This is an optimization exercise on Yosys and OpenROAD, whose aim is small area and few clock cycles, not a production implementation. In this exercise RTL edits were held to simulation tests only and were not proved equivalent to the original. Power is estimated from default activity; no workload was simulated.

== run A ==
// qca7k_core
module qca7k_core (
    input  wire        clk,
    input  wire        rst,
    input  wire        req_valid,
    output wire        req_ready,
    input  wire [7:0]  req_op,
    input  wire        req_read,
    input  wire        req_internal,
    input  wire [15:0] req_reg,
    input  wire [15:0] req_val,
    input  wire [15:0] req_size,
    input  wire        req_dst_valid,
    input  wire [7:0]  req_dst,
    output wire        rsp_valid,
    output reg  [3:0]  rsp_code,
    output reg  [15:0] rsp_data,
    output wire        bus_valid,
    output reg  [1:0]  bus_kind,
    output reg  [7:0]  bus_txd,
    input  wire        bus_ready,
    input  wire [7:0]  bus_rxd,
    output wire        src_req,
    output wire [10:0] src_addr,
    input  wire        src_ack,
    input  wire [7:0]  src_data,
    output wire        mw_valid,
    output wire [7:0]  mw_buf,
    output wire [10:0] mw_addr,
    output wire [7:0]  mw_data
);
clock: 7.0 ns
lec_check: 0
abc_area: 1
cap_margin: 20
core_margin: 2
core_utilization: 40
place_density: 0.6
slew_margin: 20
standard.sh (not shown) runs the stock make flow with config.mk's settings and CLKGATE_MAP_FILE= SYNTH_SCRIPT=/design/flow/synth_recipe.tcl, a recipe that flattens the netlist after the stock synthesis.
==> flow/flow/run.sh <==
#!/bin/bash
# Layout flow: the standard flow (standard.sh) with two changes.
#  1. After the standard synthesis, the combinational logic between the
#     registers is re-mapped by ABC with an area-oriented script (area.abc).
#     Every register keeps its instance name and cell type; ports are kept.
#  2. Port buffers use the smallest buffer cell (buf_1) instead of the
#     default clkdlybuf4s50_1. Every input and output port still gets one.
# Each tool's full output goes to a log file in this folder.
set -euo pipefail
WORK=$(pwd)
FLOWDIR=$WORK/flow
RES=$WORK/orfs/results/sky130hd/qca7k_core/base
LIB=$FLOW_HOME/platforms/sky130hd/lib/sky130_fd_sc_hd__tt_025C_1v80.lib
export TMPDIR=$WORK/tmp
mkdir -p "$TMPDIR"

# 1. standard synthesis
bash standard.sh synth > log_1_standard_synth.log 2>&1
cp "$RES/1_2_yosys.v" "$WORK/1_2_yosys.standard.v"

# 2. re-map the combinational logic, registers untouched
DU=$(grep -A40 '^export DONT_USE_CELLS' "$FLOW_HOME/platforms/sky130hd/config.mk" \
     | grep -o 'sky130_fd_sc_hd__[a-z0-9_]*' | sed 's/^/-dont_use /' | tr '\n' ' ')
FFS=$(grep -o 'sky130_fd_sc_hd__[a-z0-9_]*' "$WORK/1_2_yosys.standard.v" | sort -u \
      | grep -E '__(e|s|se)?df|__dl|__conb' | tr '\n' ' ')
cat > "$WORK/reopt.ys" <<EOT
read_liberty -ignore_miss_func $LIB
read_verilog $WORK/1_2_yosys.standard.v
hierarchy -top $FLOW_TOP
setattr -mod -set keep_hierarchy 1 $FFS
flatten
blackbox $FFS
opt_clean
tee -o $WORK/reopt_stat_before.txt stat -liberty $LIB
abc -liberty $LIB $DU -script $FLOWDIR/area.abc
opt_clean -purge
hilomap -singleton -hicell sky130_fd_sc_hd__conb_1 HI -locell sky130_fd_sc_hd__conb_1 LO
insbuf -buf sky130_fd_sc_hd__buf_1 A X
opt_clean -purge
tee -o $WORK/reopt_stat_after.txt stat -liberty $LIB
read_liberty -lib -ignore_redef $LIB
hierarchy -top $FLOW_TOP
check -assert -mapped
write_verilog -noattr -nohex -nodec $WORK/1_2_yosys.reopt.v
EOT
YOSYS=$FLOW_HOME/../tools/install/yosys/bin/yosys
[[ -x $YOSYS ]] || YOSYS=yosys
"$YOSYS" -s "$WORK/reopt.ys" > log_2_reopt_yosys.log 2>&1
cp "$WORK/1_2_yosys.reopt.v" "$RES/1_2_yosys.v"
rm -f "$RES/1_synth.odb"
touch "$RES/1_2_yosys.v"
bash standard.sh synth > log_3_synth_odb.log 2>&1

# 3. the rest of the standard flow, with small port buffers
export BUFFER_PORTS_ARGS="-buffer_cell sky130_fd_sc_hd__buf_1"
bash standard.sh > log_4_standard_finish.log 2>&1
==> flow/flow/area.abc <==
strash
dc2
balance; rewrite; refactor; balance; rewrite; rewrite -z; balance; refactor -z; rewrite -z; balance
balance; rewrite; refactor; balance; rewrite; rewrite -z; balance; refactor -z; rewrite -z; balance
&get -n
&dch -f
&nf -R 1000 -p
&put
topo
Testbench counts of run A, summed over its fixed seeds: cycles 1,340,418.
Input-level comparison between run B and run A:
==> flow/run.sh (new file) <==
#!/bin/bash
# synth_recipe.tcl (not shown) runs the flow's synth.tcl, then flattens the netlist and writes it again
# the make line also repeats each setting of config.mk as NAME=value (left out here)
make -C /OpenROAD-flow-scripts/flow DESIGN_CONFIG=/design/flow/config.mk WORK_HOME=/design/flow/orfs CLKGATE_MAP_FILE= SYNTH_SCRIPT=/design/flow/synth_recipe.tcl finish
removed: flow/flow/run.sh
removed: flow/flow/area.abc
removed: flow/standard.sh
[summary]
[diff] final HPWL from detailed placement, run B relative to run A: regression
Design internal power (run B over run A): increase, 10%
Relative to run A, the power of run B is higher by 11%.
From run A to run B the numbers moved as follows: synthesized netlist cell count went up by 323; sequential fraction of total cell area went down by 7.7 points.
Re final period demand of the worst path: run A and run B aren't equal, and the higher value belongs to run A.
Comparing run B with run A, the met1 demand-to-capacity share in global routing came out essentially unchanged.
Number of cells on the critical path of run B exceeds that of run A by more than 10%.
Compare run A and run B | instance count along the most critical hold path lower: run A
Input changes introduced in run C (baseline for comparison: run B):
-- flow/config.mk --
<<< run B, line 10
export CORE_MARGIN = 2
export CORE_UTILIZATION = 40
export PLACE_DENSITY = 0.6
export SLEW_MARGIN = 20
>>> run C, line 10
export CORE_MARGIN = 2
export CORE_UTILIZATION = 65
export PLACE_DENSITY = 0.75
export SLEW_MARGIN = 20
==> run summary <==
- The switching portion of total power of run C exceeds that of run B by 1.2 points.
- Sort run C and run B by count of placed standard cells including taps, descending, and run B comes first.
- Run comparison: run B beginning of the critical path size[6]; run C beginning of the critical path size[9]
- Going from run B to run C, arrival time of data at the critical path endpoint +70 ps; via count of the first global-routing pass +591; post-layout total power -0.000018 W.
- On cell area, run B loses to run C.
- In the flow results for run C and run B, the worst reg-to-reg path cell count is larger on run C.
- When run C is measured against run B, its fraction of area in registers turns out 0.38 points higher.
- Compared with run B, in run C final design utilization higher; detailed-route wire length saw little to no change.
#### Input delta (run D over run C)
==> flow/flow/run.sh (new file) <==
#!/bin/bash
# The standard layout (the standard.sh, unchanged synthesis and steps),
# with the port buffers made of the smallest buffer cell instead of the
# default clkdlybuf4s50_1. Every input and output port still gets a buffer.
set -euo pipefail
export BUFFER_PORTS_ARGS="-buffer_cell sky130_fd_sc_hd__buf_1"
bash standard.sh > standard_flow.log 2>&1
==> flow/standard.sh (new file) <==
#!/bin/bash
# synth_recipe.tcl (not shown) runs the flow's synth.tcl, then flattens the netlist and writes it again
# the make line also repeats each setting of config.mk as NAME=value (left out here)
make -C /OpenROAD-flow-scripts/flow DESIGN_CONFIG=/design/flow/config.mk WORK_HOME=/design/flow/orfs CLKGATE_MAP_FILE= SYNTH_SCRIPT=/design/flow/synth_recipe.tcl "${@:-finish}"
-- flow/config.mk --
<<< run C, line 10
export CORE_MARGIN = 2
export CORE_UTILIZATION = 65
export PLACE_DENSITY = 0.75
export SLEW_MARGIN = 20
>>> run D, line 10
export CORE_MARGIN = 2
export CORE_UTILIZATION = 40
export PLACE_DENSITY = 0.6
export SLEW_MARGIN = 20
removed: flow/run.sh
## What came out
- Run C consumes more power than run D.
- Between run D and run C, worst hold slack is lower for run D, run C comes in above that.
- Run C has higher final clock period utilization by the worst path than run D.
- Between run C and run D, the multi-input combinational cell area does not differ in any meaningful way.
- Run C → run D: sequential cell area level; total met3 wirelength after detailed routing fell 1700 um.

[separate check: timing with driven ports]
No port has a modelled driver above. Below, the same layouts with a new extraction and two added sets of constraints. Step 1, drivers: a clkbuf_16 drives clk and a buf_2 each remaining input, both assumed. Step 2 also shifts input and output timing later by t, the mid clock arrival at the registers, as if the neighbouring blocks saw the same clock. Slacks: ideal ports / drivers / drivers and shift; pairs: ideal ports / drivers.
run	t (ns)	setup slack, ns	slew at the worst register clock pin (ns)	worst slew at a driven data input, ns	pins driven straight from the clock port
run A	0.407	0.824 / 0.777 / 1.184	0.07 / 0.07	0.04	1
run B	0.408	1.290 / 1.242 / 1.651	0.08 / 0.08	0.05	1
run C	0.403	1.220 / 1.176 / 1.579	0.08 / 0.08	0.06	1
run D	0.420	1.596 / 1.546 / 1.928	0.09 / 0.09	0.05	1
After both steps every run listed still meets setup and hold.
